This design comes from an exercise in tuning for small area on the open sky130 flow, not from production work.
Only simulation tests tie the RTL to the original design; equivalence was not proved.
No activity file was given, so power comes from the tool's default toggle rates.

==> design/flow/design.v <==
module mipsim_core #(
    parameter BTB_ENTRIES = 16,    
    parameter RAS_DEPTH   = 8,     
    parameter DMEM_AW     = 8      
) (
    input  wire               clk,
    input  wire               rst,           
    input  wire [10:0]        prog_len,      
    output wire [31:0]        pc,            
    input  wire [31:0]        imem_rdata,    
    output wire               dmem_re,       
    output wire               dmem_we,       
    output wire [DMEM_AW-1:0] dmem_addr,     
    output wire [31:0]        dmem_wdata,
    input  wire [31:0]        dmem_rdata,    
    output wire               wb_en,         
    output wire [4:0]         wb_rd,
    output wire [31:0]        wb_data,
    output wire [2:0]         fault,         
    output wire               done           
);
    localparam [2:0] F_NONE = 3'd0, F_REGZERO = 3'd1, F_MEMRANGE = 3'd3,
                     F_UNDERFLOW = 3'd4, F_OVERFLOW = 3'd5;
    reg  [31:0] pc_r;
    reg         stalled_prev;
    reg  [2:0]  fault_r;
    reg         pf_hold;
    reg         f_valid;
    reg  [31:0] f_ir;
    reg         d_valid;
    reg  [31:0] d_ir;
    reg  [12:0] d_fall;       
    reg         d_pred;       
    reg  [31:0] d_opa;        
    reg         e_valid;
    reg         e_hd;         
    reg  [4:0]  e_dest;
    reg         e_lw;
    reg         e_sw;
    reg  [31:0] e_result;     
    reg  [DMEM_AW-1:0] e_addr;
    reg         e_inr;        
    reg         m_valid;
    reg         m_w;          
    reg  [4:0]  m_dest;
    reg  [31:0] m_result;
    reg  [31:0] regs [1:31];
    reg  [15:0] btb_valid;
    reg  [15:0] btb_taken;
    reg  [7:0]  btb_tag [0:15];   
    reg         btb_t12;          
    reg  [12:0] ras [0:7];
    reg  [3:0]  ras_sp;
    function automatic [11:0] dec;
        input [31:0] w;
        reg [5:0] op, fn;
        reg r;
        begin
            op = w[31:26];
            fn = w[5:0];
            r  = (op == 6'h00);
            dec = 12'd0;
            dec[0]  = r && (fn == 6'h20);    
            dec[1]  = (op == 6'h08);         
            dec[2]  = r && (fn == 6'h2A);    
            dec[3]  = r && (fn == 6'h26);    
            dec[4]  = (op == 6'h23);         
            dec[5]  = (op == 6'h2B);         
            dec[6]  = (op == 6'h02);         
            dec[7]  = (op == 6'h03);         
            dec[8]  = r && (fn == 6'h08);    
            dec[9]  = (op == 6'h3E);         
            dec[10] = (op == 6'h3F);         
            dec[11] = (op == 6'h06);         
        end
    endfunction
    localparam I_ADD = 0, I_ADDI = 1, I_SLT = 2, I_XOR = 3, I_LW = 4, I_SW = 5,
               I_J = 6, I_JAL = 7, I_JR = 8, I_CALL = 9, I_RET = 10, I_BLE = 11;
    wire [4:0]  ra_idx = f_ir[25:21];     
    wire [4:0]  rb_idx = d_ir[20:16];     
    reg  [31:0] ra_val, rb_val;
    integer k;
    always @(*) begin
        ra_val = 32'd0;
        rb_val = 32'd0;
        for (k = 1; k < 32; k = k + 1) begin
            if (ra_idx == k) ra_val = regs[k];
            if (rb_idx == k) rb_val = regs[k];
        end
    end
    wire w_fault = m_w && (m_dest == 5'd0);
    wire e_mem   = e_valid && (e_lw || e_sw);
    wire m_fault = e_mem && !e_inr;
    wire [31:0] mem_val = e_lw ? dmem_rdata : e_result;
    wire [11:0] dd = dec(d_ir);
    wire [4:0]  d_rs = d_ir[25:21];
    wire [4:0]  d_rt = d_ir[20:16];
    wire [4:0]  d_rd = d_ir[15:11];
    wire [31:0] d_imm = {{16{d_ir[15]}}, d_ir[15:0]};
    wire d_alu_r    = dd[I_ADD] | dd[I_SLT] | dd[I_XOR];
    wire d_use_rs   = d_alu_r | dd[I_ADDI] | dd[I_LW] | dd[I_SW] | dd[I_BLE];
    wire d_use_rt   = d_alu_r | dd[I_SW] | dd[I_BLE];
    wire d_has_dest = d_alu_r | dd[I_ADDI] | dd[I_LW] | dd[I_JAL];
    wire [4:0] d_dest = d_alu_r ? d_rd : (dd[I_JAL] ? 5'd31 : d_rt);
    wire e_match_rs = e_hd && (e_dest == d_rs);
    wire e_match_rt = e_hd && (e_dest == d_rt);
    wire [31:0] x_a = e_match_rs ? e_result : d_opa;
    wire [31:0] x_b = e_match_rt ? e_result : rb_val;
    wire stall_e = d_valid && ((d_use_rs && e_match_rs && e_lw) ||
                               (d_use_rt && e_match_rt && e_lw));
    wire exec_e  = d_valid && !stall_e;
    wire        x_cmp_op = dd[I_SLT] | dd[I_BLE];
    wire [31:0] x_bop = dd[I_ADD] ? x_b : (x_cmp_op ? ~x_b : d_imm);
    wire        x_cin = dd[I_SLT];
    wire [32:0] x_sum1 = {x_a, 1'b1} + {x_bop, x_cin};
    wire [31:0] x_sum = x_sum1[32:1];
    wire        x_cmp = (x_a[31] ^ x_b[31]) ? x_a[31] : x_sum[31];
    wire [31:0] x_alu = dd[I_SLT] ? {31'd0, x_cmp} :
                        dd[I_XOR] ? (x_a ^ x_b) : x_sum;
    wire        x_le  = x_cmp;
    wire [18:0] d_bt = {6'd0, d_fall} + {{1{d_imm[15]}}, d_imm[15:0], 2'b00};
    wire [31:0] d_btarget = {{13{d_bt[18]}}, d_bt};
    wire        ble_e      = exec_e && dd[I_BLE];
    wire        jump_e     = ble_e && (x_le != d_pred);
    wire [31:0] jump_e_tgt = x_le ? d_btarget : {19'd0, d_fall};
    wire [3:0] bu_idx = d_fall[5:2];
    wire [7:0] bu_key = {d_fall[11:6], d_fall[1:0]};
    wire bu_hit = btb_valid[bu_idx] && (btb_tag[bu_idx] == bu_key) &&
                  ((bu_idx != 4'd0) || (btb_t12 == d_fall[12]));
    wire bu_we  = ble_e && (x_le || bu_hit);
    wire [11:0] fd = dec(f_ir);
    wire [4:0]  f_rs = f_ir[25:21];
    wire [12:0] f_fall = pc_r[12:0];
    wire [18:0] f_bt = {6'd0, f_fall} + {{1{f_ir[15]}}, f_ir[15:0], 2'b00};
    wire [31:0] f_btarget = {{13{f_bt[18]}}, f_bt};
    wire dj_match = d_valid && d_has_dest && (d_dest == f_rs);
    wire ej_match = e_hd && (e_dest == f_rs);
    reg  [31:0] jr_val;
    reg         jr_stall;
    always @(*) begin
        jr_stall = 1'b0;
        if (dj_match && dd[I_JAL])
            jr_val = {19'd0, d_fall};
        else if (ej_match && !e_lw)
            jr_val = e_result;
        else begin
            jr_val = ra_val;
            jr_stall = dj_match || ej_match;
        end
    end
    wire stall_d = f_valid && !stall_e && fd[I_JR] && jr_stall;
    wire dec_d   = f_valid && !stall_e && !stall_d;
    wire [3:0] bl_idx = f_fall[5:2];
    wire [7:0] bl_key = {f_fall[11:6], f_fall[1:0]};
    wire bl_byp   = bu_we && (bu_idx == bl_idx);
    wire bl_hit_s = btb_valid[bl_idx] && (btb_tag[bl_idx] == bl_key) &&
                    ((bl_idx != 4'd0) || (btb_t12 == f_fall[12]));
    wire bl_pred  = bl_byp ? ((d_fall == f_fall) && x_le)
                           : (bl_hit_s && btb_taken[bl_idx]);
    wire ras_push = dec_d && fd[I_CALL];
    wire ras_pop  = dec_d && fd[I_RET];
    wire d_fault_over  = ras_push && ras_sp[3];
    wire d_fault_under = ras_pop && (ras_sp == 4'd0);
    wire [2:0]  ras_top_idx = ras_sp[2:0] - 3'd1;
    wire [12:0] ras_top = ras[ras_top_idx];
    reg         jump_d_req;
    reg  [31:0] jump_d_tgt;
    always @(*) begin
        jump_d_req = 1'b0;
        jump_d_tgt = 32'd0;
        if (fd[I_J] || fd[I_JAL] || fd[I_CALL]) begin
            jump_d_req = 1'b1;
            jump_d_tgt = {pc_r[31:28], f_ir[25:0], 2'b00};
        end else if (fd[I_JR]) begin
            jump_d_req = 1'b1;
            jump_d_tgt = jr_val;
        end else if (fd[I_RET]) begin
            jump_d_req = 1'b1;
            jump_d_tgt = {19'd0, ras_top};
        end else if (fd[I_BLE] && bl_pred) begin
            jump_d_req = 1'b1;
            jump_d_tgt = f_btarget;
        end
    end
    wire jump_d = dec_d && jump_d_req && !jump_e;
    wire fetchable = (pc_r[31:12] == 20'd0) && (pc_r[11:2] < prog_len);
    wire issue     = fetchable && !stalled_prev;
    wire pf_exists = issue || pf_hold;
    wire stalled = stall_e || stall_d;
    wire jumped  = jump_e || jump_d;
    wire window_empty = !pf_hold && !f_valid && !d_valid && !e_valid && !m_valid;
    wire idle = !fetchable && window_empty;
    wire [2:0] fault_now = w_fault       ? F_REGZERO   :
                           m_fault       ? F_MEMRANGE  :
                           d_fault_under ? F_UNDERFLOW :
                           d_fault_over  ? F_OVERFLOW  : F_NONE;
    wire run     = (fault_r == F_NONE);
    wire advance = run && (fault_now == F_NONE) && !idle;
    assign pc         = pc_r;
    assign fault      = fault_r;
    assign done       = run && idle;
    assign wb_en      = run && m_w && !w_fault;
    assign wb_rd      = m_dest;
    assign wb_data    = m_result;
    assign dmem_re    = run && !w_fault && e_valid && e_lw && e_inr;
    assign dmem_we    = run && !w_fault && e_valid && e_sw && e_inr;
    assign dmem_addr  = e_addr;
    assign dmem_wdata = e_result;
    always @(posedge clk) begin
        if (rst)
            fault_r <= F_NONE;
        else if (run && fault_now != F_NONE)
            fault_r <= fault_now;
    end
    always @(posedge clk) begin
        if (rst) begin
            pc_r         <= 32'd0;
            stalled_prev <= 1'b0;
            pf_hold      <= 1'b0;
            f_valid      <= 1'b0;
            d_valid      <= 1'b0;
            e_valid      <= 1'b0;
            e_hd         <= 1'b0;
            m_valid      <= 1'b0;
            m_w          <= 1'b0;
        end else if (advance) begin
            if (jump_e)
                pc_r <= jump_e_tgt;
            else if (jump_d)
                pc_r <= jump_d_tgt;
            else if (!stalled && fetchable)
                pc_r <= {19'd0, pc_r[12:0] + 13'd4};
            stalled_prev <= stalled && !jumped;
            pf_hold      <= pf_exists && stalled && !jumped;
            m_valid <= e_valid;
            m_w     <= e_hd;
            e_valid <= exec_e;
            e_hd    <= exec_e && d_has_dest;
            if (!stall_e)
                d_valid <= dec_d && !jump_e;
            if (!stalled)
                f_valid <= pf_exists && !jumped;
            else if (jump_e)
                f_valid <= 1'b0;
        end
    end
    wire        rf_we  = advance && e_hd && (e_dest != 5'd0);
    always @(posedge clk) begin
        m_dest   <= e_dest;
        m_result <= mem_val;
        e_dest   <= d_dest;
        e_lw     <= dd[I_LW];
        e_sw     <= dd[I_SW];
        e_result <= dd[I_JAL] ? {19'd0, d_fall} : (dd[I_SW] ? x_b : x_alu);
        e_addr   <= x_sum[DMEM_AW+1:2];
        e_inr    <= (x_sum[31:DMEM_AW+2] == 0);
        if (!stall_e) begin
            d_ir   <= f_ir;
            d_fall <= f_fall;
            d_pred <= fd[I_BLE] && bl_pred;
        end
        if (!stalled)
            f_ir <= imem_rdata;
    end
    wire [4:0]  sh_idx  = stall_e ? d_rs : f_rs;
    wire [31:0] sh_base = stall_e ? d_opa : ra_val;
    always @(posedge clk)
        d_opa <= (rf_we && e_dest == sh_idx) ? mem_val : sh_base;
    wire [31:0] rf_wd = rst ? 32'd0 : mem_val;
    integer i;
    always @(posedge clk) begin
        for (i = 1; i < 32; i = i + 1)
            if (rst || (rf_we && e_dest == i))
                regs[i] <= rf_wd;
    end
    always @(posedge clk) begin
        for (i = 0; i < 16; i = i + 1)
            if (rst || (advance && bu_we && bu_idx == i)) begin
                btb_valid[i] <= !rst;
                btb_taken[i] <= x_le;
                btb_tag[i]   <= bu_key;
            end
        if (advance && bu_we && bu_idx == 4'd0)
            btb_t12 <= d_fall[12];
    end
    always @(posedge clk) begin
        if (rst)
            ras_sp <= 4'd0;
        else if (advance) begin
            if (ras_push)
                ras_sp <= ras_sp + 4'd1;
            else if (ras_pop)
                ras_sp <= ras_sp - 4'd1;
        end
    end
    always @(posedge clk) begin
        if (advance && ras_push)
            ras[ras_sp[2:0]] <= f_fall;
    end
endmodule
==> design/flow/run.sh <==
#!/bin/bash
# synth_recipe.tcl (not shown) runs the flow's synth.tcl, then flattens the netlist and writes it again
# the make line also repeats each setting of config.mk as NAME=value (left out here)
make -C /OpenROAD-flow-scripts/flow DESIGN_CONFIG=/design/flow/config.mk WORK_HOME=/design/flow/orfs CLKGATE_MAP_FILE= SYNTH_SCRIPT=/design/flow/synth_recipe.tcl finish
==> design/flow/config.mk <==
export PLATFORM = sky130hd
export DESIGN_NAME = mipsim_core
export DESIGN_NICKNAME = mipsim_core
export VERILOG_FILES = /design/flow/design.v
export SDC_FILE = /design/flow/constraint.sdc
export NUM_CORES = 4
export LEC_CHECK = 0
export CAP_MARGIN = 20
export CORE_MARGIN = 2
export CORE_UTILIZATION = 40
export SLEW_MARGIN = 20
==> design/flow/constraint.sdc <==
create_clock -name core_clock -period 9.0 [get_ports {clk}]
set_input_delay 1.8000 -clock core_clock [delete_from_list [all_inputs] [get_ports {clk}]]
set_output_delay 1.8000 -clock core_clock [all_outputs]
set_load 0.01 [all_outputs]
==> notes.md, run 1 <==
- The floorplan has 155 rows.
- After routing the design area is 83100 µm².
- Synthesis produced a netlist whose cell count is 5861.
- After synthesis, the share of flip-flops with an asynchronous set or reset is 0%.
- The routability-driven placement congestion ratio is 0.997.
- The capture endpoint of the worst hold path is stalled_prev.
- After filler insertion, the fill cell instance count of the layout stands at 15800.
- The number of setup buffers added after CTS is 0.
- At the pin with the least slew margin, the transition time is 1350 ps.
- Across all register-to-register paths, the minimum setup slack is 300 ps.
- Max-cap violations in this run came to 0.
- After clock tree synthesis, the clock-pin slew on the worst setup and hold paths is 70 ps.
- The worst slew margin relative to its limit is 8.82%.
- The largest stage delay on the critical path is 600 ps.
- The count of nets left with antenna violations once routing finished came out at 0.
- The final wirelength is 327 mm.
- Counting flops and latches in the post-synthesis netlist gives 1499.
- The die width is 427 µm.
- The full die area is 182000 µm².
- Once the clock tree was built, the resizer swapped 0 gates to a different size.
- The setup clock skew after layout is 42.6 ps.
- Counting instances, the worst hold path has a depth of 2.
- The count of flip-flops with a built-in enable after synthesis is 1367.
- In this run the cell area of the synthesized design comes to 71400 µm².
- The number of buffers created by CTS is 160.
- Global routing used 34.9% of the available tracks across all layers.
- The post-place instance area is 77700 µm².
- The data arrival time of the critical path is 9390 ps.
- The end of the worst register-to-register path is pc_r[22].
- The flip-flop cell with the highest count after synthesis is edfxtp_1.
- The initial antenna violation count came to 22.
- The most critical setup path has its startpoint at d_ir[18].
- Excluding fillers, the count of instances in the completed layout stands at 8652.
- Relative to the synthesized area, the layout overhead comes to 16.4%.
- The post-synthesis net count is 6013.
- The clock net in this run drives a total of 1499 sinks.
- Port buffering added 192 buffers.
- The number of buffers and inverters on the critical path is 3.
- The first global-routing pass estimated 447 mm of wire.
- In the final layout, the share of cells above drive strength 1 is 13.7%.
- The detailed placer's ending HPWL is 221 mm.
- For this configuration, the core starts out at a cell density of 40.2%.
- The synthesized design spends more area on one cell type than any other, namely edfxtp_1.
- After synthesis, the cell types taking the most area are edfxtp_1 (57%), a22oi_1 (3.8%), dfxtp_1 (3.7%).
- The final cycle utilization of the critical path is 96.7%.
- The leakage power is 0.0290 µW.
- The hold violation total from the final report is 0.
- The number of distinct library cells after synthesis is 103.
- The worst register-to-register path has a depth of 27.
- The path category of the worst min-delay check is reg -> reg.
- Summing the sequential cell areas from Yosys gives 61.2% of the chip area.
- The average routed wire per standard cell is 37.8 µm.
- The reg-to-reg startpoint is d_ir[18].
- The die is 427 µm tall.
- The detailed router finished its first iteration with 11900 violations.
- For this run, design rule violations remaining after detail routing come to 0.
- The worst setup path is of the reg -> reg kind.
- The synthesized area per cell is 12.2 µm².
- The fmax is 0.115 GHz.
- After detailed routing, the number of vias per cell comes to 6.96.
- Counting stages on the worst path, the most repeated cell is a21oi_1.
- For this design, the CTS-stage hold fixing added 0 buffers.
- The flow ran to the end and the layout has no timing, DRC or antenna violations.
- The total negative setup slack is 0 ps.
- The cell count after placement is 8345.
- The kind of capture point of the worst setup path is a flip-flop.
- The TritonCTS clock tree is done.
- The first detailed-routing pass ran for 10 iterations.
- The total number of vias is 60200.
- The total area inside the core boundary comes to 178000 µm².
- The maximum buffer depth of the clock tree is 3.
- The power density normalized to cell area is 254 nW/µm².
- The total number of H-tree levels is 4.
- The net count of the finished layout is 6304.
- In this run the most critical hold path is launched from stalled_prev.
- For the worst setup path, the data required time is 9690 ps.
- The insertion delay to the later sink of the worst-skew pair is 840 ps.
- Timing analysis after detailed placement gives a worst setup slack of 824 ps.
- Once routing completed, OpenROAD measured the worst setup slack at 300 ps.
- The via count of the first global-routing pass was 56500.
- The cell family contributing the most delay on the critical path is simple AND/OR/NAND/NOR gates.
- The sum of overflow across all layers after global routing is 0.
- In this run the worst path has a maximum fanout of 25.
- The number of endpoints failing setup at the final stage is 0.
- The cell sitting at the root of the clock tree is a clkbuf_16.
- On the final layout, the worst hold slack is 471 ps.
- The I/O pin count is 193.
- The maximum number of pins on one net before global-route repair is 66.
- The nature of the critical path startpoint is a flip-flop.
- The number of pins with negative max-slew slack in the final report is 0.
- The critical-path cell with the highest stage delay is nor2_2.
- The total number of yosys warnings is 3.
- After synthesis, the largest area contributor takes up 57.5% of total cell area.
- Setup repair after global routing left no endpoint under its margin.
- VDD sags by at most 0.000217 V.
- The smallest clock period supported by the final layout is computed as 8700 ps.
==> layout make-up <==
cell class                 instances  area [µm²]  area share [%]
sequential                      1499       43700            52.6
multi-input combinational       3853       26100            31.4
timing repair buffer             531        4530            5.45
clock buffer                     212        4300            5.18
tap                             2355        2950            3.55
clock inverter                    84        1070            1.29
inverter                         107         402           0.483
antenna                           11        27.5          0.0331
==> cells in the final DEF (no fill, tap or decap), types with 151 or more instances in the layout <==
cell type,Yosys,layout
nand2_1,405,383
clkbuf_16,0,162
o21ai_0,327,327
o22ai_1,151,151
edfxtp_1,1367,1367
a21oi_1,317,316
nor2_1,440,367
clkdlybuf4s50_1,0,191
a22oi_1,360,360
buf_4,2,334
mux2i_1,162,162
==> cell families (layout without fill, tap and decap cells) <==
family / Yosys count / count (layout) / share of synthesized area, %
DFF: 1499 / 1499 / 61.2
muxes: 274 / 274 / 4.81
and+or+nand+nor: 1451 / 1451 / 9.72
AOI/OAI and AO/OA: 1932 / 1932 / 18.7
xor gates and xnor gates: 121 / 121 / 1.48
adders and majority gates: 75 / 75 / 1.36
buffers and inverters: 509 / 934 / 2.76
other: 0 / 11 / 0
==> sequential cells by signal, indices dropped and copies added (netlist names), 32 cells and up <==
signal    cells
f_ir         32
btb_tag     128
d_ir         32
ras         104
pc_r         32
d_opa        32
regs        992
m_result     32
e_result     32
==> power breakdown <==
| group | switching, µW | total (µW) | leakage [µW] | internal [µW] |
|---|---|---|---|---|
| clock network | 2970 | 6890 | 0.00259 | 3920 |
| registers | 898 | 10000 | 0.0150 | 9130 |
| logic | 2790 | 4190 | 0.0114 | 1390 |
==> worst min-delay path: stages (launching register included) <==
cell and delay (ps):
dfxtp_1 310, nand2_1 50, a21oi_1 60
==> cell usage after synthesis (all sizes together), types with 102 or more instances <==
cell type and n:
edfxtp 1367, nor2 441, nand2 407, a22oi 360, o21ai 334, a21oi 317
clkbuf 311, mux2i 162, o22ai 152, dfxtp 132, nand3 128, nor3 124
a31oi 115, inv 102
==> metrics by stage <==
stage | power [µW] | util [%]
global route | 21600 | 46.7
global placement | 14100 | 43.7
finish | 21100 | 46.7
floorplan | 11800 | -
CTS | 20900 | 46.7
detailed placement | 14100 | 43.7
==> per-layer routing <==
layer  up-vias  global-route usage [%]  routed length (µm)
met5         -                       0                  97
met4        16                    21.9               24700
met3      1195                    9.64               44500
met2      5321                    51.6              140000
met1     29700                    45.5              118000
li1      24000                       -                   -
==> worst max path at each step <==
stage / endpoint / depth (start not counted)
4_1_cts: pc_r[22] / 27
3_5_place_dp: pc_r[22] / 27
5_1_grt: pc_r[19] / 28
3_3_place_gp: pc_r[21] / 27
2_1_floorplan: regs[19][0] / 15
6_report: pc_r[22] / 27
==> run 2: changes to the inputs <==
--- a/design/flow/design.v
+++ b/design/flow/design.v
@@ -30,3 +30,4 @@
     reg         d_valid;
-    reg  [31:0] d_ir;
+    reg  [7:0]  d_cls;        
+    reg  [25:0] d_ir;         
     reg  [12:0] d_fall;       
@@ -47,4 +48,3 @@
     reg  [31:0] regs [1:31];
-    reg  [15:0] btb_valid;
-    reg  [15:0] btb_taken;
+    reg  [15:0] btb_vt;
     reg  [7:0]  btb_tag [0:15];   
@@ -56,3 +56,3 @@
         reg [5:0] op, fn;
-        reg r;
+        reg r, lo;
         begin
@@ -60,16 +60,17 @@
             fn = w[5:0];
-            r  = (op == 6'h00);
+            lo = !op[5];
+            r  = lo && !op[3] && !op[2] && !op[1];
             dec = 12'd0;
-            dec[0]  = r && (fn == 6'h20);    
-            dec[1]  = (op == 6'h08);         
-            dec[2]  = r && (fn == 6'h2A);    
-            dec[3]  = r && (fn == 6'h26);    
-            dec[4]  = (op == 6'h23);         
-            dec[5]  = (op == 6'h2B);         
-            dec[6]  = (op == 6'h02);         
-            dec[7]  = (op == 6'h03);         
-            dec[8]  = r && (fn == 6'h08);    
-            dec[9]  = (op == 6'h3E);         
-            dec[10] = (op == 6'h3F);         
-            dec[11] = (op == 6'h06);         
+            dec[0]  = r && fn[5] && !fn[3] && !fn[2];     
+            dec[1]  = lo && op[3];                        
+            dec[2]  = r && fn[5] && fn[3];                
+            dec[3]  = r && fn[2];                         
+            dec[4]  = op[5] && !op[4] && !op[3];          
+            dec[5]  = op[5] && !op[4] && op[3];           
+            dec[6]  = lo && !op[2] && op[1] && !op[0];    
+            dec[7]  = lo && !op[2] && op[1] && op[0];     
+            dec[8]  = r && !fn[5] && fn[3];               
+            dec[9]  = op[5] && op[4] && !op[0];           
+            dec[10] = op[5] && op[4] && op[0];            
+            dec[11] = lo && op[2];                        
         end
@@ -86,4 +87,4 @@
         for (k = 1; k < 32; k = k + 1) begin
-            if (ra_idx == k) ra_val = regs[k];
-            if (rb_idx == k) rb_val = regs[k];
+            ra_val = ra_val | ({32{ra_idx == k}} & regs[k]);
+            rb_val = rb_val | ({32{rb_idx == k}} & regs[k]);
         end
@@ -94,3 +95,3 @@
     wire [31:0] mem_val = e_lw ? dmem_rdata : e_result;
-    wire [11:0] dd = dec(d_ir);
+    wire [11:0] dd = {d_cls[7], 3'd0, d_cls[6], 1'b0, d_cls[5:0]};
     wire [4:0]  d_rs = d_ir[25:21];
@@ -127,5 +128,3 @@
     wire [7:0] bu_key = {d_fall[11:6], d_fall[1:0]};
-    wire bu_hit = btb_valid[bu_idx] && (btb_tag[bu_idx] == bu_key) &&
-                  ((bu_idx != 4'd0) || (btb_t12 == d_fall[12]));
-    wire bu_we  = ble_e && (x_le || bu_hit);
+    wire bu_we  = jump_e;
     wire [11:0] fd = dec(f_ir);
@@ -154,7 +153,5 @@
     wire [7:0] bl_key = {f_fall[11:6], f_fall[1:0]};
-    wire bl_byp   = bu_we && (bu_idx == bl_idx);
-    wire bl_hit_s = btb_valid[bl_idx] && (btb_tag[bl_idx] == bl_key) &&
+    wire bl_hit_s = btb_vt[bl_idx] && (btb_tag[bl_idx] == bl_key) &&
                     ((bl_idx != 4'd0) || (btb_t12 == f_fall[12]));
-    wire bl_pred  = bl_byp ? ((d_fall == f_fall) && x_le)
-                           : (bl_hit_s && btb_taken[bl_idx]);
+    wire bl_pred  = bl_hit_s;
     wire ras_push = dec_d && fd[I_CALL];
@@ -257,3 +254,4 @@
         if (!stall_e) begin
-            d_ir   <= f_ir;
+            d_cls  <= {fd[I_BLE], fd[I_JAL], fd[5:0]};
+            d_ir   <= f_ir[25:0];
             d_fall <= f_fall;
@@ -278,4 +276,3 @@
             if (rst || (advance && bu_we && bu_idx == i)) begin
-                btb_valid[i] <= !rst;
-                btb_taken[i] <= x_le;
+                btb_vt[i]    <= !rst && x_le;
                 btb_tag[i]   <= bu_key;
==> design/flow/flow/run.sh (new file) <==
#!/bin/bash
# Layout flow: the standard flow (standard.sh, unchanged synthesis and
# steps) with three layout settings passed to ORFS through the environment:
#  - port buffers use the smallest buffer (every port still gets one);
#  - clock tree: larger sink clusters and no dummy loads;
#  - after global routing, non-critical cells are downsized (power recovery).
# Each tool's full output is kept in the ORFS log folder
# (orfs/logs/<platform>/mipsim_core/base/); make's own output goes to standard.log.
set -euo pipefail
cd "$(dirname "$0")/.."
export BUFFER_PORTS_ARGS="-buffer_cell sky130_fd_sc_hd__buf_1"
export CTS_ARGS="-sink_clustering_enable -repair_clock_nets -sink_clustering_size 30 -sink_clustering_max_diameter 80 -dont_use_dummy_load"
export RECOVER_POWER=100
bash standard.sh > standard.log 2>&1
==> design/flow/standard.sh (new file) <==
#!/bin/bash
# synth_recipe.tcl (not shown) runs the flow's synth.tcl, then flattens the netlist and writes it again
# the make line also repeats each setting of config.mk as NAME=value (left out here)
make -C /OpenROAD-flow-scripts/flow DESIGN_CONFIG=/design/flow/config.mk WORK_HOME=/design/flow/orfs CLKGATE_MAP_FILE= SYNTH_SCRIPT=/design/flow/synth_recipe.tcl "${@:-finish}"
removed: design/flow/run.sh
==> notes.md, run 2 <==
- By area the synthesized netlist is led by edfxtp_1 (60%), a22oi_1 (10%), dfxtp_1 (3.9%).
- STA classifies the critical path startpoint as a flip-flop.
- The leakage power is 0.0255 µW (-12%).
- The main combinational cell family by area after synthesis is compound AO/OA/AOI/OAI gates.
- The maximum buffer depth of the clock tree is 3 (unchanged).
- The multiplexer fraction of the synthesized cell area came to 3.87% (-0.94 points).
- The die height is 414 µm (-3.0%).
- The max-cap check violation count was 48 (+48).
- The I/O pin count was 193 (unchanged).
- The adder-cell area share of the yosys netlist is 1.44% (+0.086 points).
- The total number of vias is 55700 (-7.5%).
- The kind of capture point of the worst setup path is a flip-flop.
- The path class of the tightest hold or removal check is reg -> reg.
- The final wirelength came to 332 mm (+1.6%).
- The layout overhead on the synthesized area is 9.77%.
- The post-synthesis net count is 5295 (-12%).
- The final non-filler cell area is 73700 µm² (-11%).
- The global router's overall resource usage was 37.6% (+2.6 points).
- The initial core utilization was 40.2% (+0.059 points).
- The most used flip-flop cell after synthesis is edfxtp_1.
- The number of endpoints failing setup at the final stage is 14 (+14).
- The floorplan core area is 167000 µm² (-6.1%).
- The via count of the first global-routing pass is 51000 (-9.8%).
- The cell area after synthesis is 67200 µm² (-5.9%).
- The minimum setup slack in the final design was -74.3 ps (-375 ps).
- The number of clock sinks came to 1485 (-0.93%).
- The fraction of synthesized cell area in xor and xnor cells is 1.11% (-0.38 points).
- The average routed wire per standard cell is 44.0 µm (+16%).
- The clock root buffer is clkbuf_16.
- The count of TritonRoute iterations in the first routing pass was 11 (+1).
- The total DRC errors in the routed layout is 0 (unchanged).
- The synthesized area per cell is 13.1 µm² (+7.2%).
- The power density normalized to cell area came to 245 nW/µm² (-3.6%).
- In the layout the commonest cells are edfxtp_1 (1353), a22oi_1 (898), nand2_1 (365).
- The count of mapped cells out of synthesis came to 5143 (-12%).
- The initial antenna violation count is 35 (+59%).
- The insertion delay to the later sink of the worst-skew pair is 790 ps (-50 ps).
- The maximum ir drop on the vdd rail was 0.000157 V (-28%).
- The sum of overflow across all layers after global routing is 0 (unchanged).
- The cell taking the most area after synthesis is edfxtp_1.
- The post-place instance area came to 72000 µm² (-7.3%).
- The final cycle utilization of the critical path is 101% (+4.2 points).
- The hold violation total from the final report is 0 (unchanged).
- The fraction of final layout cells with drive strength greater than 1 is 9.10% (-4.6 points).
- The number of nets in the finished design is 5482 (-13%).
- The count of flip-flops with a built-in enable after synthesis is 1353 (-1.0%).
- The worst-path maximum fanout was 30 (+20%).
- The TritonCTS clock tree is done.
- The kind of critical path is reg -> reg.
- The sequential share of the synthesized area came to 64.4% (+3.2 points).
- The flow ran to the end, but the layout failed its checks.
- The CTS clock-pin slew for the worst setup and hold paths is 80 ps (about the same).
- The count of nets left with antenna violations after detail routing came to 0 (unchanged).
- The post-synthesis sequential element count is 1485 (-0.93%).
- The final critical delay including setup and external delays is 9070 ps (+375 ps).
- The number of buffers created by CTS is 81 (-49%).
- The wire length of the first global-routing pass is 438 mm (-1.9%).
- The number of flip-flops under the largest register name is 992 (unchanged).
- The maximum number of pins on one net before global-route repair is 70 (+6.1%).
- The total number of yosys warnings is 3 (unchanged).
- Setup repair after global routing left no endpoint under its margin.
- The number of hold buffers added after cts came to 0 (unchanged).
- The most used standard cell by instance count after synthesis is edfxtp_1.
- The share of the synthesized area in compound gates (AO/OA/AOI/OAI) was 17.8% (-0.85 points).
- The number of distinct library cells after synthesis is 91 (-12%).
- The smallest hold slack is 391 ps (-79.9 ps).
- The full die area is 171000 µm² (-5.9%).
- The routability-driven placement congestion ratio is 1.02 (+2.1%).
- The routed via count divided by cell count is 7.37 (+5.9%).
- The number of pins with negative max-slew slack in the final report is 1432 (+1432).
- The fraction of post-synthesis cell area in the top cell type by area is 60.5% (+3.0 points).
- The violated checks flagged are max-capacitance violations, max-slew violations, negative setup slack.
- The worst slew margin relative to its limit is -228% (-240 points).
- Counting flops per register, the top entry is regs.
- The DRC violation total after the first TritonRoute iteration is 12900 (+9.0%).
- The total number of H-tree levels is 3 (-1).
- The setup clock skew after layout is 171 ps (+129 ps).
- The fmax was 0.110 GHz (-4.1%).
- The critical path data required time is 9310 ps (-380 ps).
- The synthesized-area fraction occupied by and/or/nand/nor cells is 8.79% (-0.93 points).
- The die width is 414 µm (-3.0%).
- The total number of placement rows is 150 (-3.2%).
- The number of buffers inserted by port buffering was 192 (unchanged).
- The fraction of registers with async set/reset is 0% (unchanged).
- The commonest cells after synthesis are edfxtp_1 (1353), a22oi_1 (898), nand2_1 (365).
- The library cell used most frequently in the layout, excluding fill and tap cells, is edfxtp_1.
- The detailed placer's ending HPWL was 207 mm (-6.5%).
- The data arrival time of the critical path came to 9390 ps (about the same).
- The transition time at the pin with the least slew margin is 4910 ps (+3560 ps).
[run 2: cell count changes after synthesis, sizes merged, moves of 61 or more]
cell / before / now
nor2: 441 / 269
a22oi: 360 / 898
o22ai: 152 / 14
a221oi: 82 / 21
o21ai: 334 / 149
mux2i: 162 / 73
nand4: 51 / 115
a21oi: 317 / 142
[run 2: routing by layer]
| layer | vias up | global-route usage, % | wire [µm] |
|---|---|---|---|
| met5 | - | 0.791 | 416 |
| met4 | 32 | 25.3 | 29300 |
| met3 | 1573 | 16.2 | 54100 |
| met2 | 5617 | 52.7 | 133000 |
| met1 | 27500 | 46.8 | 115000 |
| li1 | 21000 | - | - |
[run 2: power by group]
part	leakage, µW	total, µW	switching [µW]	internal (µW)
sequential	0.0149	9950	941	9010
clock	0.000998	3830	2220	1600
combinational	0.00961	4280	3170	1110
[run 2: what timing repair did]
action                                  CTS  global route
buffers inserted                          0             7
gates resized for setup                   0             2
endpoints found under the setup margin    0            87
[run 2: critical path, stage by stage, from the launching register on]
cell and delay [ps]:
edfxtp_1 340, clkbuf_1 1440, inv_1 770, o22ai_1 300, nor2_1 60, o21ai_0 230
or4_1 980, and3_1 500, nand3b_4 300, or3_1 220, inv_1 80, ha_1 240
a311oi_2 360, o31a_1 430, and3_1 270, and2_0 250, a21o_2 940, clkbuf_2 870
[run 2: cell type report]
cell class	instances	area, µm²
Fill cell	15100	93300
Sequential cell	1485	43300
Multi-Input combinational cell	3219	22800
Tap cell	2204	2760
Timing Repair Buffer	460	2530
Clock buffer	81	2030
Inverter	83	313
Antenna cell	22	55.1
[run 2: final timing paths]
check        startpoint      endpoint  slack, ps  cells after the start
max reg2reg    f_ir[23]  regs[20][16]        -70                     17
min reg2reg    d_cls[4]          e_lw        390                      0
max            f_ir[23]  regs[20][16]        -70                     17
min            d_cls[4]          e_lw        390                      0
[run 2: logic make-up (layout without fill, tap and decap cells)]
family	count (synthesis)	count (layout)
buffers and inverters	439	624
AND/OR/NAND/NOR	1208	1208
XOR/XNOR	85	85
multiplexers	200	200
AO/OA/AOI/OAI	1651	1651
adder cells (fa/ha/maj)	75	75
other	0	22
flip-flops	1485	1485
[run 2: metrics by stage]
step           TNS, ps  utilization (%)  cells  setup WS, ps  power [µW]
5_1_grt              0             44.1   7536           105       18400
4_1_cts              0             44.3   7521           462       17800
6_report          -351             44.1   7554         -74.3       18100
3_3_place_gp         0             43.1   7439           574       14100
3_5_place_dp         0             43.1   7440           433       14100
2_1_floorplan        0                -   5143          1190       11700
==> run 3: changes to the inputs <==
--- a/design/flow/design.v
+++ b/design/flow/design.v
@@ -32,3 +32,3 @@
     reg  [25:0] d_ir;         
-    reg  [12:0] d_fall;       
+    reg  [11:0] d_fall_s;     
     reg         d_pred;       
@@ -50,4 +50,3 @@
     reg  [7:0]  btb_tag [0:15];   
-    reg         btb_t12;          
-    reg  [12:0] ras [0:7];
+    reg  [11:0] ras [0:7];        
     reg  [3:0]  ras_sp;
@@ -76,2 +75,6 @@
         end
+    endfunction
+    function automatic [12:0] fall13;
+        input [11:0] f;
+        fall13 = {(f[11:2] == 10'd0), f};
     endfunction
@@ -121,2 +124,3 @@
     wire        x_le  = x_cmp;
+    wire [12:0] d_fall = fall13(d_fall_s);
     wire [18:0] d_bt = {6'd0, d_fall} + {{1{d_imm[15]}}, d_imm[15:0], 2'b00};
@@ -153,4 +157,3 @@
     wire [7:0] bl_key = {f_fall[11:6], f_fall[1:0]};
-    wire bl_hit_s = btb_vt[bl_idx] && (btb_tag[bl_idx] == bl_key) &&
-                    ((bl_idx != 4'd0) || (btb_t12 == f_fall[12]));
+    wire bl_hit_s = btb_vt[bl_idx] && (btb_tag[bl_idx] == bl_key);
     wire bl_pred  = bl_hit_s;
@@ -161,3 +164,3 @@
     wire [2:0]  ras_top_idx = ras_sp[2:0] - 3'd1;
-    wire [12:0] ras_top = ras[ras_top_idx];
+    wire [12:0] ras_top = fall13(ras[ras_top_idx]);
     reg         jump_d_req;
@@ -256,3 +259,3 @@
             d_ir   <= f_ir[25:0];
-            d_fall <= f_fall;
+            d_fall_s <= f_fall[11:0];
             d_pred <= fd[I_BLE] && bl_pred;
@@ -279,4 +282,2 @@
             end
-        if (advance && bu_we && bu_idx == 4'd0)
-            btb_t12 <= d_fall[12];
     end
@@ -294,3 +295,3 @@
         if (advance && ras_push)
-            ras[ras_sp[2:0]] <= f_fall;
+            ras[ras_sp[2:0]] <= f_fall[11:0];
     end
==> design/flow/run.sh (new file) <==
#!/bin/bash
# synth_recipe.tcl (not shown) runs the flow's synth.tcl, then flattens the netlist and writes it again
# the make line also repeats each setting of config.mk as NAME=value (left out here)
make -C /OpenROAD-flow-scripts/flow DESIGN_CONFIG=/design/flow/config.mk WORK_HOME=/design/flow/orfs CLKGATE_MAP_FILE= SYNTH_SCRIPT=/design/flow/synth_recipe.tcl finish
--- a/design/flow/config.mk
+++ b/design/flow/config.mk
@@ -10,2 +10,4 @@
 export CORE_UTILIZATION = 40
+export CTS_CLUSTER_DIAMETER = 60
+export CTS_CLUSTER_SIZE = 30
 export SLEW_MARGIN = 20
removed: design/flow/flow/run.sh
removed: design/flow/standard.sh
==> notes.md, run 3 <==
- The detailed-routing wirelength on met1 was 113 mm (-2.2%).
- The total number of H-tree levels is 3 (unchanged).
- The routed length on met2 was 134 mm (+1.1%).
- The count of TritonRoute iterations in the first routing pass is 13 (+2).
- The synthesized-area fraction occupied by and/or/nand/nor cells is 9.71% (+0.91 points).
- The full die area came to 172000 µm² (+0.60%).
- The transition time at the pin with the least slew margin was 1290 ps (-3620 ps).
- The number of pins with negative max-slew slack in the final report is 0 (-100%).
- The most used standard cell by instance count after synthesis is edfxtp_1.
- The utilization of the core after routing is 46.7% (+2.6 points).
- The maximum ir drop on the vdd rail came to 0.000174 V (+11%).
- The hold violation total from the final report is 0 (unchanged).
- The die height is 415 µm (+0.30%).
- The total number of vias is 57300 (+2.8%).
- The max-cap check violation count is 0 (-100%).
- The fraction of synthesized cell area in xor and xnor cells is 1.15% (+0.045 points).
- The synthesized area per cell is 12.7 µm² (-2.8%).
- The fraction of post-synthesis cell area in the top cell type by area came to 59.7% (-0.81 points).
- The number of hold buffers added after cts is 0 (unchanged).
- The I/O pin count is 193 (unchanged).
- The number of clock sinks is 1475 (-0.67%).
- The fmax is 0.118 GHz (+7.3%).
- The CTS clock-pin slew for the worst setup and hold paths is 80 ps (about the same).
- The detailed placer's ending HPWL is 203 mm (-1.8%).
- The average routed wire per standard cell is 41.0 µm (-6.8%).
- The share of the synthesized area in compound gates (AO/OA/AOI/OAI) came to 17.9% (+0.094 points).
- The insertion delay to the later sink of the worst-skew pair is 830 ps (+40 ps).
- The total area of multi-input combinational cells is 23400 µm² (+2.9%).
- After synthesis, the most frequently instantiated cells are edfxtp_1 (1343), a22oi_1 (828), nand2_1 (378).
- The number of flip-flops under the largest register name was 992 (unchanged).
- The combined flip-flop and latch cell area is 43000 µm² (-0.69%).
- TritonCTS built the clock tree.
- The leakage power is 0.0281 µW (+10%).
- The count of nets left with antenna violations after detail routing is 0 (unchanged).
- The critical path goes through nand2b_1 > nor2_4 > buf_4 > a22o_1 > a221oi_1 > nand4_1 > nor4_1 > buf_4 > a21oi_1 > a211oi_1 > a21o_1 > ha_1 > a21oi_1 > o21ai_0 > a221o_1 > a211oi_1 > a21boi_1 > or2_2 > o311ai_4 > o21ai_2 > nor3_2 > buf_4 > and3b_1 > a31o_1.
- The routed length on met3 is 52.2 mm (-3.5%).
- The kind of critical path is reg -> reg.
- The via count of the first global-routing pass came to 52100 (+2.1%).
- The multiplexer fraction of the synthesized cell area came to 3.37% (-0.50 points).
- Relative to the synthesized area, the layout overhead comes to 15.7%.
- The maximum buffer depth of the clock tree is 3 (unchanged).
- The critical path data required time was 9460 ps (+150 ps).
- The worst-path maximum fanout is 14 (-53%).
- The number of buffers created by CTS came to 109 (+35%).
- The post-synthesis sequential element count is 1475 (-0.67%).
- The final cycle utilization of the critical path is 93.9% (-6.9 points).
- Ranked by flip-flop count, first place goes to regs.
- The most numerous cell type found on the critical path is buf_4.
- The filler cell count is 14700 (-2.6%).
- The final critical delay including setup and external delays is 8450 ps (-621 ps).
- The count of flip-flops with a built-in enable after synthesis is 1343 (-0.74%).
- The adder-cell area share of the yosys netlist is 1.43% (-0.0087 points).
- The initial core utilization is 40.4% (+0.15 points).
- The power density normalized to cell area was 253 nW/µm² (+3.1%).
- The count of mapped cells out of synthesis is 5323 (+3.5%).
- The data arrival time of the critical path is 8910 ps (-480 ps).
- The cell taking the most area after synthesis is edfxtp_1.
- The sum of overflow across all layers after global routing is 0 (unchanged).
- The total number of yosys warnings is 3 (unchanged).
- The DRC violation total after the first TritonRoute iteration is 12900 (-0.62%).
- The fraction of final layout cells with drive strength greater than 1 is 13.4% (+4.3 points).
- The total power was 19800 µW (+9.4%).
- The initial antenna violation count came to 15 (-57%).
- The critical-path cell with the highest stage delay is nor4_1.
- The fraction of registers with async set/reset is 0% (unchanged).
- The top cell types in the final layout, fill and taps aside, are edfxtp_1 (1343), a22oi_1 (828), nand2_1 (348).
- The kind of capture point of the worst setup path is a flip-flop.
- The total number of placement rows came to 150 (unchanged).
- The die width is 415 µm (+0.30%).
- The library cell used most frequently in the layout, excluding fill and tap cells, is edfxtp_1.
- The worst slew margin relative to its limit is 11.4% (+240 points).
- In this run the clock root is driven by a clkbuf_16.
- The cell area after synthesis came to 67600 µm² (+0.61%).
- Yosys attributes the largest share of cell area to edfxtp_1 (60%), a22oi_1 (9.2%), dfxtp_1 (3.9%).
- The largest stage delay on the critical path was 860 ps (-580 ps).
- The post-synthesis net count is 5475 (+3.4%).
- The number of distinct library cells after synthesis is 104 (+14%).
- The wire length of the first global-routing pass is 435 mm (-0.71%).
- The global router's overall resource usage is 36.2% (-1.4 points).
- The min-delay analysis places its worst path in the category reg -> reg.
- The number of endpoints failing setup at the final stage is 0 (-14).
- The smallest hold slack is 466 ps (+75.0 ps).
- The run finished with no timing, DRC or antenna violations.
- The maximum number of pins on one net before global-route repair is 72 (+2.9%).
- The total negative setup slack was 0 ps (+351 ps).
- The nature of the critical path startpoint is a flip-flop.
- The total DRC errors in the routed layout was 0 (unchanged).
- The highest metal layer carrying signal wires in the routed design is met5.
- The routability-driven placement congestion ratio is 1.02 (+0.39%).
- The sequential share of the synthesized area is 63.6% (-0.83 points).
- The routed via count divided by cell count was 7.26 (-1.6%).
- The setup clock skew after layout is 58.1 ps (-113 ps).
- The number of nets in the finished design came to 5727 (+4.5%).
- The floorplan core area came to 167000 µm² (+0.23%).
- By area, the combinational part of the netlist is dominated by compound AO/OA/AOI/OAI gates.
- The final wirelength came to 324 mm (-2.6%).
- The number of buffers inserted by port buffering came to 192 (unchanged).
- The number of resized instances in the post-cts repair step is 0 (unchanged).
- The most used flip-flop cell after synthesis is edfxtp_1.
- The number of buffers inserted by post-CTS setup repair came to 0 (unchanged).
- Setup repair after global routing left no endpoint under its margin.
-- run 3: worst max-delay path: cells and delay by family (launching register included) --
family	cells	cell delay (ps)
AOI/OAI and AO/OA	13	3370
DFF	1	620
and+or+nand+nor	7	2990
adders and majority gates	1	280
buffers and inverters	3	810
-- run 3: stage by stage --
step           instances  area, µm²  setup WS (ps)
4_1_cts             7876      78100            848
6_report            7889      78200            547
3_3_place_gp        7665      73900           1040
2_1_floorplan       5323      67600           2330
3_5_place_dp        7668      74000            862
5_1_grt             7877      78200            328
-- run 3: kinds of logic after synthesis --
logic type               after synthesis
XOR/XNOR                              89
AO/OA/AOI/OAI                       1650
flip-flops                          1475
buffers and inverters                484
AND/OR/NAND/NOR                     1363
adder cells (fa/ha/maj)               75
multiplexers                         187
-- run 3: where the power goes --
part / total [µW] / switching, µW / internal [µW]
clock network: 5630 / 3070 / 2560
logic: 4310 / 2900 / 1410
registers: 9810 / 897 / 8920
total: 19800 / 6870 / 12900
-- run 3: path summary, 6_finish.rpt --
| kind | startpoint | endpoint | slack [ps] | cells after the start |
|---|---|---|---|---|
| setup / recovery | d_ir[17] | btb_tag[7][7] | 550 | 24 |
| hold / removal | m_valid | m_valid | 470 | 2 |
| setup reg to reg | d_ir[17] | btb_tag[7][7] | 550 | 24 |
| hold reg to reg | m_valid | m_valid | 470 | 2 |
-- run 3: routing by layer --
metal  global-route usage [%]  vias to the layer above
met5                    0.528                        -
met2                     52.1                     5989
met1                     46.1                    27900
met4                     20.8                       20
met3                     14.3                     1502
li1                         -                    21800
-- run 3: cell type report --
cell class | instances | share of cell area (%)
antenna | 13 | 0.0416
clock buffer | 112 | 3.56
clock inverter | 96 | 1.74
inverter | 116 | 0.557
multi-input combinational | 3364 | 29.9
sequential | 1475 | 55.0
tap | 2204 | 3.53
timing repair buffer | 509 | 5.67
==> run 4: changes to the inputs <==
==> design/flow/flow/run.sh (new file) <==
#!/bin/bash
# Layout flow: the standard flow (standard.sh) with two changes.
#
# 1. Synthesis is the standard flow's synthesis script unchanged except for the ABC
#    script that maps the combinational logic: flow/abc_area.script, an
#    area-oriented mapping (relaxed delay, no buffering or upsizing in ABC;
#    the layout's resizer repairs slew and timing). Flip-flops are mapped
#    before ABC runs, so the registers, their names and cells are the same
#    as the standard synthesis's.
# 2. Layout settings passed to ORFS through the environment: port buffers
#    use the smallest buffer (every port still gets one), and the clock tree
#    uses larger sink clusters and no dummy loads.
#
# Each tool's full output is kept in the ORFS log folder
# (orfs/logs/<platform>/mipsim_core/base/); make's output goes to synth.log and
# standard.log.
set -euo pipefail
cd "$(dirname "$0")/.."
W=$PWD

sed 's|^  log_cmd abc {\*}\$abc_args$|  set abc_args [lreplace $abc_args 1 1 '"$W"'/flow/abc_area.script]\n  log_cmd abc {*}$abc_args|' \
  "$FLOW_HOME/scripts/synth.tcl" > synth_area.tcl
grep -q "flow/abc_area.script" synth_area.tcl
sed "s|\$::env(SCRIPTS_DIR)/synth.tcl|$W/synth_area.tcl|" synth_recipe.tcl > synth_recipe_area.tcl
grep -q "synth_area.tcl" synth_recipe_area.tcl
sed "s|SYNTH_SCRIPT=[^ ]*synth_recipe.tcl|SYNTH_SCRIPT=$W/synth_recipe_area.tcl|" standard.sh > standard_area.sh
grep -q "synth_recipe_area.tcl" standard_area.sh

export BUFFER_PORTS_ARGS="-buffer_cell sky130_fd_sc_hd__buf_1"
export CTS_ARGS="-sink_clustering_enable -repair_clock_nets -sink_clustering_size 30 -sink_clustering_max_diameter 60 -dont_use_dummy_load"

bash standard_area.sh synth > synth.log 2>&1
bash standard.sh finish > standard.log 2>&1
==> design/flow/flow/abc_area.script (new file) <==
&get -n
&st
&dch -f
&nf -R 1000 -p
&st
&syn2
&if -g -K 6
&synch2
&nf -R 1000 -p
&st
&syn2
&if -g -K 6
&synch2
&nf -R 1000 -p
&st
&dch -f
&nf -R 1000 -p
&put
topo
stime -c
dnsize -c
==> design/flow/standard.sh (new file) <==
#!/bin/bash
# synth_recipe.tcl (not shown) runs the flow's synth.tcl, then flattens the netlist and writes it again
# the make line also repeats each setting of config.mk as NAME=value (left out here)
make -C /OpenROAD-flow-scripts/flow DESIGN_CONFIG=/design/flow/config.mk WORK_HOME=/design/flow/orfs CLKGATE_MAP_FILE= SYNTH_SCRIPT=/design/flow/synth_recipe.tcl "${@:-finish}"
--- a/design/flow/config.mk
+++ b/design/flow/config.mk
@@ -10,4 +10,3 @@
 export CORE_UTILIZATION = 40
-export CTS_CLUSTER_DIAMETER = 60
-export CTS_CLUSTER_SIZE = 30
+export SETUP_SLACK_MARGIN = 0.6
 export SLEW_MARGIN = 20
removed: design/flow/run.sh
==> notes.md, run 4 <==
- The leakage power is 0.0248 µW (-12%).
- The CTS clock-pin slew for the worst setup and hold paths is 60 ps (-20 ps).
- The max-cap check violation count is 0 (unchanged).
- The largest stage delay on the critical path was 520 ps (-340 ps).
- The biggest area contributor in the post-synthesis netlist is edfxtp_1.
- The sequential power share is 53.7% (+4.0 points).
- The launch point of the worst hold path is d_cls[4].
- The worst slew margin relative to its limit was 11.8% (+0.43 points).
- The power density normalized to cell area is 254 nW/µm² (+0.43%).
- The sum of overflow across all layers after global routing is 0 (unchanged).
- The TritonCTS clock tree is done.
- The net switching share of the total power is 33.6% (-1.1 points).
- The most common library cell in the layout ignoring fill and taps is edfxtp_1.
- The final wirelength came to 325 mm (+0.49%).
- The synthesized area per cell is 14.1 µm² (+11%).
- The number of clock sinks is 1475 (unchanged).
- Ranked by flip-flop count, first place goes to regs.
- The register-to-register setup slack is 950 ps (+410 ps).
- The maximum ir drop on the vdd rail is 0.000187 V (+7.3%).
- The DRC violation total after the first TritonRoute iteration is 15000 (+17%).
- The critical-path cell with the highest stage delay is edfxtp_1.
- The fraction of final layout cells with drive strength greater than 1 is 12.9% (-0.49 points).
- In this run the critical register-to-register path is launched from d_ir[20].
- The post-place instance area was 69700 µm² (-5.8%).
- The total number of yosys warnings is 3 (unchanged).
- The number of stages on the worst hold path is 0 (-2).
- The data arrival time of the critical path is 8510 ps (-400 ps).
- The end of the worst register-to-register path is btb_vt[10].
- The flow ran to the end and the layout has no timing, DRC or antenna violations.
- The setup clock skew after layout is 125 ps (+67.1 ps).
- The detailed placer's ending HPWL is 209 mm (+2.7%).
- The number of distinct library cells after synthesis is 59 (-43%).
- The hold violation total from the final report was 0 (unchanged).
- The path category of the worst min-delay check is reg -> reg.
- The number of endpoints failing setup at the final stage is 0 (unchanged).
- The I/O pin count was 193 (unchanged).
- The post-synthesis net count is 4636 (-15%).
- The total negative setup slack is 0 ps (unchanged).
- The number of buffers created by CTS is 113 (+3.7%).
- The full die area is 161000 µm² (-6.7%).
- Setup repair after global routing left no endpoint under its margin.
- The insertion delay to the later sink of the worst-skew pair is 820 ps (about the same).
- The average routed wire per standard cell came to 45.0 µm (+9.6%).
- The most repeated library cell on the critical path is o21ai_0.
- The total power is 18500 µW (-6.3%).
- The fmax is 0.124 GHz (+5.0%).
- By count the netlist is led by edfxtp_1 (1343), nand2_1 (396), a222oi_1 (345).
- The total DRC errors in the routed layout is 0 (unchanged).
- The kind of capture point of the worst setup path is a flip-flop.
- The die height is 401 µm (-3.4%).
- The maximum number of pins on one net before global-route repair is 53 (-26%).
- The final non-filler cell area is 72900 µm² (-6.7%).
- The path with the worst hold slack has its endpoint at e_lw.
- The count of TritonRoute iterations in the first routing pass came to 17 (+4).
- The routability-driven placement congestion ratio was 1.06 (+4.0%).
- The number of flip-flops under the largest register name is 992 (unchanged).
- The internal power contribution was 12300 µW (-4.7%).
- The global router's overall resource usage is 39.0% (+2.8 points).
- The final cell count without fillers was 7230 (-8.4%).
- The initial antenna violation count is 32 (+17).
- The count of nets left with antenna violations after detail routing is 0 (unchanged).
- After synthesis, the cell types taking the most area are edfxtp_1 (64%), a222oi_1 (5.5%), dfxtp_1 (4.2%).
- The tree is rooted in a clkbuf_16.
- The fraction of registers with async set/reset is 0% (unchanged).
- The die width is 401 µm (-3.4%).
- The filler cell count is 13800 (-6.5%).
- The layout overhead on the synthesized area was 15.8% (about the same).
- The final cycle utilization of the critical path was 89.4% (-4.5 points).
- The via count of the first global-routing pass is 49900 (-4.2%).
- The number of pins with negative max-slew slack in the final report is 0 (unchanged).
- The kind of critical path is reg -> reg.
- The transition time at the pin with the least slew margin is 1320 ps (+25.9 ps).
- The total number of placement rows came to 145 (-3.3%).
- The number of buffers inserted by port buffering is 192 (unchanged).
- The most used standard cell by instance count after synthesis is edfxtp_1.
- The wire length of the first global-routing pass is 430 mm (-1.1%).
- The share of total power in the clock network is 24.4% (-4.1 points).
- The total buffers and inverters traversed by the critical path came to 5 (+2).
- The routed via count divided by cell count came to 7.50 (+3.4%).
- The nature of the critical path startpoint is a flip-flop.
- The cell count after placement is 7079 (-7.7%).
- In the layout the commonest cells are edfxtp_1 (1343), nand2_1 (362), buf_4 (349).
- The total number of H-tree levels is 3 (unchanged).
- The combinational power share came to 21.9% (about the same).
- The switching power total was 6220 µW (-9.4%).
- The count of mapped cells out of synthesis was 4484 (-16%).
- The worst-case reg-to-reg path depth is 35 (+46%).
- The initial core utilization is 40.3% (-0.083 points).
- The floorplan core area is 156000 µm² (-6.6%).
- The number of nets in the finished design came to 5304 (-7.4%).
- The critical path data required time came to 9460 ps (about the same).
- The cell area after synthesis is 63000 µm² (-6.8%).
- The number of hold buffers added after cts is 0 (unchanged).
- The maximum buffer depth of the clock tree is 3 (unchanged).
- The fraction of post-synthesis cell area in the top cell type by area is 64.0% (+4.3 points).
- The sequential share of the synthesized area is 68.2% (+4.6 points).
- The final critical delay including setup and external delays is 8050 ps (-406 ps).
- The family with the most delay on the worst path is compound AO/OA/AOI/OAI gates.
- The worst-path maximum fanout was 11 (-3).
- The post-synthesis sequential element count is 1475 (unchanged).
- The count of flip-flops with a built-in enable after synthesis is 1343 (unchanged).
- For this run, the leading register cell type out of synthesis is edfxtp_1.
- The total number of vias was 54300 (-5.2%).
==> run 4: cell type report <==
cell class / instances / area, µm² / share of cell area [%]
Timing Repair Buffer: 552 / 3550 / 4.86
Sequential cell: 1475 / 43000 / 58.9
Tap cell: 2058 / 2570 / 3.53
Antenna cell: 22 / 55.1 / 0.0755
Multi-Input combinational cell: 2926 / 20600 / 28.3
Clock buffer: 113 / 2830 / 3.88
Inverter: 84 / 319 / 0.437
==> run 4: what timing repair did <==
item                                    CTS  global route
gates resized for setup                  14            39
pin swaps                                 1            10
buffers inserted                          4            11
gates cloned                              0             1
endpoints found under the setup margin  163           180
==> run 4: cells by family after synthesis <==
kind of cell,Yosys count,share of synthesized area (%)
xor+xnor,112,1.56
simple gates,1210,8.95
fa+ha+maj,75,1.54
mux,115,2.47
flops,1475,68.2
compound gates,1413,16.8
buf+inv,84,0.500
==> run 4: power by group through the flow <==
stage                     logic, µW  clock network (µW)  registers (µW)
after floorplan                1710                   0            9680
after global placement         3770                   0           10000
after detailed placement       3780                   0            9970
after CTS                      3800                4510            9840
after global routing           4170                4740            9960
final                          4050                4520            9940
==> run 4: metrics by stage <==
stage / setup slack [ps] / util (%) / hold slack [ps]
after floorplan: 313 / - / 366
after global placement: 93.4 / 44.5 / 386
after detailed placement: -54.3 / 44.6 / 392
after CTS: 612 / 46.4 / 407
after global routing: 637 / 46.6 / 417
final: 953 / 46.6 / 412
==> run 4: worst max-delay path by stage <==
stage	startpoint	end	slack, ps	cells after the start
3_3_place_gp	d_ir[20]	btb_tag[1][3]	90	35
3_5_place_dp	d_ir[20]	btb_tag[1][7]	-50	35
6_report	d_ir[20]	btb_vt[10]	950	35
4_1_cts	d_ir[18]	btb_tag[1][1]	610	35
5_1_grt	d_ir[18]	btb_vt[11]	640	37
2_1_floorplan	d_ir[18]	d_opa[0]	310	8
==> run 4: metal layers <==
layer	track usage, %	vias up	share of wire [%]
met3	19.8	1694	18
met1	47.2	26300	33
met2	55.4	6046	41
met5	0.833	-	0.14
li1	-	20200	-
met4	23.1	31	8.1
==> run 4: worst register-to-register path, delay by kind of cell, from the launching register on <==
| kind | cells | cell delay (ps) |
|---|---|---|
| xor+xnor | 2 | 460 |
| fa+ha+maj | 1 | 420 |
| simple gates | 11 | 2150 |
| flops | 1 | 520 |
| buf+inv | 5 | 980 |
| compound gates | 15 | 2800 |
| mux | 1 | 420 |
==> run 5: changes to the inputs <==
--- a/design/flow/flow/run.sh
+++ b/design/flow/flow/run.sh
@@ -29,3 +29,3 @@
 export BUFFER_PORTS_ARGS="-buffer_cell sky130_fd_sc_hd__buf_1"
-export CTS_ARGS="-sink_clustering_enable -repair_clock_nets -sink_clustering_size 30 -sink_clustering_max_diameter 60 -dont_use_dummy_load"
+export CTS_ARGS="-sink_clustering_enable -repair_clock_nets -sink_clustering_size 30 -sink_clustering_max_diameter 80 -dont_use_dummy_load"
 
==> notes.md, run 5 <==
- The sequential share of the synthesized area is 68.2% (unchanged).
- The wire length of the first global-routing pass came to 428 mm (-0.54%).
- The setup clock skew after layout is 151 ps (+26.0 ps).
- The routability-driven placement congestion ratio was 1.06 (unchanged).
- The reg-to-reg startpoint is d_ir[18].
- The number of hold buffers added after cts was 0 (unchanged).
- The data arrival time of the critical path came to 8500 ps (about the same).
- The sum of overflow across all layers after global routing is 0 (unchanged).
- The floorplan core area is 156000 µm² (unchanged).
- The die width is 401 µm (unchanged).
- Ranked by total cell area, the synthesized netlist is headed by edfxtp_1 (64%), a222oi_1 (5.5%), dfxtp_1 (4.2%).
- The maximum ir drop on the vdd rail is 0.000142 V (-24%).
- The I/O pin count was 193 (unchanged).
- The transition time at the pin with the least slew margin was 1220 ps (-102 ps).
- regs holds more flip-flops than any other register.
- The DRC violation total after the first TritonRoute iteration is 14900 (-0.69%).
- By count the netlist is led by edfxtp_1 (1343), nand2_1 (396), a222oi_1 (345).
- The register-to-register setup slack is 930 ps (-20 ps).
- The TritonCTS clock tree is done.
- The number of clock sinks came to 1475 (unchanged).
- The final cycle utilization of the critical path came to 89.7% (+0.25 points).
- The post-synthesis net count is 4636 (unchanged).
- The total number of placement rows is 145 (unchanged).
- The total power is 17900 µW (-3.4%).
- The initial antenna violation count is 37 (+16%).
- The die height came to 401 µm (unchanged).
- The routed via count divided by cell count is 7.51 (about the same).
- The worst slew margin relative to its limit came to 19.0% (+7.1 points).
- The fmax came to 0.124 GHz (-0.28%).
- The number of endpoints failing setup at the final stage is 0 (unchanged).
- The number of distinct library cells after synthesis is 59 (unchanged).
- The most repeated library cell on the critical path is o21ai_0.
- The fraction of post-synthesis cell area in the top cell type by area is 64.0% (unchanged).
- The number of flip-flops under the largest register name is 992 (unchanged).
- The endpoint of the worst setup timing path is btb_tag[14][2].
- The clock root buffer is clkbuf_16.
- The full die area is 161000 µm² (unchanged).
- The via count of the first global-routing pass came to 49700 (-0.45%).
- The worst-path maximum fanout came to 11 (unchanged).
- The slowest stage of the critical path belongs to the cell edfxtp_1.
- The final cell count without fillers is 7216 (-0.19%).
- The cell area after synthesis came to 63000 µm² (unchanged).
- The final wirelength is 323 mm (-0.53%).
- The fraction of final layout cells with drive strength greater than 1 was 12.5% (-0.37 points).
- The max-cap check violation count came to 0 (unchanged).
- The worst setup path is launched from a flip-flop.
- The average routed wire per standard cell was 44.8 µm (-0.33%).
- The count of flip-flops with a built-in enable after synthesis came to 1343 (unchanged).
- The number of nets in the finished design was 5281 (-0.43%).
- The number of buffers inserted by port buffering is 192 (unchanged).
- The number of pins with negative max-slew slack in the final report is 0 (unchanged).
- Setup repair after global routing left no endpoint under its margin.
- The kind of critical path is reg -> reg.
- The global router's overall resource usage came to 38.8% (-0.19 points).
- The total DRC errors in the routed layout is 0 (unchanged).
- The CTS clock-pin slew for the worst setup and hold paths was 80 ps (+20 ps).
- The largest stage delay on the critical path is 490 ps (-30 ps).
- The end of the worst register-to-register path is btb_tag[14][2].
- The maximum number of pins on one net before global-route repair came to 53 (unchanged).
- The power density normalized to cell area came to 247 nW/µm² (-2.5%).
- The count of nets left with antenna violations after detail routing is 0 (unchanged).
- The fraction of registers with async set/reset was 0% (unchanged).
- The total number of yosys warnings came to 3 (unchanged).
- The path class of the tightest hold or removal check is reg -> reg.
- The count of TritonRoute iterations in the first routing pass is 14 (-3).
- Of all cell types, the one taking the most synthesized area is edfxtp_1.
- The insertion delay to the later sink of the worst-skew pair is 800 ps (-20 ps).
- The flip-flop cell with the highest count after synthesis is edfxtp_1.
- The most used standard cell by instance count after synthesis is edfxtp_1.
- The utilization of the core after routing is 46.2% (-0.42 points).
- The detailed placer's ending HPWL is 209 mm (unchanged).
- The count of mapped cells out of synthesis is 4484 (unchanged).
- The synthesized area per cell is 14.1 µm² (unchanged).
- The number of buffers created by CTS is 85 (-25%).
- The run finished with no timing, DRC or antenna violations.
- The leakage power is 0.0245 µW (-1.3%).
- The post-synthesis sequential element count is 1475 (unchanged).
- The total number of H-tree levels is 3 (unchanged).
- The hold violation total from the final report is 0 (unchanged).
- The worst-case reg-to-reg path depth is 35 (unchanged).
- The final critical delay including setup and external delays came to 8070 ps (+22.4 ps).
- The smallest hold slack is 412 ps (-0.565 ps).
- The kind of capture point of the worst setup path is a flip-flop.
- The critical path data required time is 9430 ps (-30 ps).
- The layout overhead on the synthesized area is 14.7%.
- The critical path starts at d_ir[18].
- The maximum buffer depth of the clock tree was 3 (unchanged).
- The cell count after placement came to 7079 (unchanged).
- The library cell used most frequently in the layout, excluding fill and tap cells, is edfxtp_1.
- The initial core utilization is 40.3% (unchanged).
- The total number of vias is 54200 (-0.13%).
- In the layout the commonest cells are edfxtp_1 (1343), nand2_1 (362), buf_4 (355).
[run 5: timing repair]
item                       CTS  global route
pin swaps                    1            10
setup endpoints to repair  163           179
resized for setup           13            39
gates cloned                 0             1
buffers inserted             4            16
[run 5: layer usage]
layer,wire length [µm],GRT usage [%]
met1,108000,46.8
met2,132000,55.2
met3,57200,19.7
met4,25400,23.0
met5,755,1.58
[run 5: cells by family (layout without fill, tap and decap cells)]
logic type,after synthesis,in the layout,synth area share [%]
AOI/OAI and AO/OA,1413,1414,16.8
xor gates and xnor gates,112,112,1.56
adders and majority gates,75,75,1.54
buffers and inverters,84,726,0.500
DFF,1475,1475,68.2
muxes,115,115,2.47
other,0,31,0
and+or+nand+nor,1210,1210,8.95
[run 5: critical path: cells and delay by family, from the launching register on]
family                     cells  cell delay, ps
xor gates and xnor gates       2             440
buffers and inverters          4            1020
AOI/OAI and AO/OA             16            2640
and+or+nand+nor               11            2330
DFF                            1             490
muxes                          1             410
adders and majority gates      1             420
[run 5: final cells by class]
type                    count  area (µm²)
well taps                2058        2570
repair buffers            557        3580
diodes                     31        77.6
inverters                  84         319
fillers                 13800       84100
multi-input cells        2926       20600
clock buffers              85        2130
flip-flops and latches   1475       43000
[run 5: worst min path at each step]
stage	start	to	slack, ps	cells past startpoint
6_report	d_cls[4]	e_lw	410	0
3_5_place_dp	d_cls[4]	e_lw	390	0
4_1_cts	d_cls[4]	e_lw	410	0
5_1_grt	d_cls[4]	e_lw	420	0
3_3_place_gp	d_cls[4]	e_lw	390	0
2_1_floorplan	d_cls[4]	e_lw	370	0
[run 5: power breakdown]
group | internal [µW] | switching [µW]
Combinational | 1100 | 2960
Clock | 1680 | 2210
Sequential | 8990 | 934
Total | 11800 | 6110
[run 5: per-stage QoR]
step,setup TNS (ps),setup WS [ps],instance area (µm²)
final,0,930,72300
after global routing,0,627,72200
after CTS,0,604,71900
after detailed placement,-494,-54.3,69700
after global placement,0,93.4,69600
after floorplan,0,313,63300

[port drivers added, routing unchanged]
No port has a modelled driver above. Below, the same layouts with a new extraction and two added sets of constraints.
Step 1 sets driving cells, clkbuf_16 on the clock port and buf_2 on the other inputs (assumed; they add their load-dependent delay and slew).
Step 2 also shifts input and output timing later by t, the mid clock arrival at the registers, as if the neighbouring blocks saw the same clock.
Slacks: no drivers / after step 1 / after step 2; pairs: no drivers / after step 1.
run | t, ns | slack for setup (ns) | latest minus earliest clock arrival (ns) | worst data-port slew with drivers (ns) | cell pins on the clock port's net
run 1 | 0.909 | 0.300 / 0.300 / 0.300 | 0.043 / 0.043 | 0.10 | 1
run 2 | 0.791 | -0.074 / -0.074 / -0.197 | 0.171 / 0.171 | 0.09 | 1
run 3 | 0.875 | 0.547 / 0.547 / 0.547 | 0.075 / 0.075 | 0.12 | 1
run 4 | 0.833 | 0.953 / 0.953 / 0.953 | 0.136 / 0.136 | 0.07 | 1
run 5 | 0.801 | 0.930 / 0.930 / 0.930 | 0.166 / 0.167 | 0.05 | 1
For run 2, which loses most, drivers alone change the setup slack by 0.000 ns; drivers and shift together by -0.123 ns.
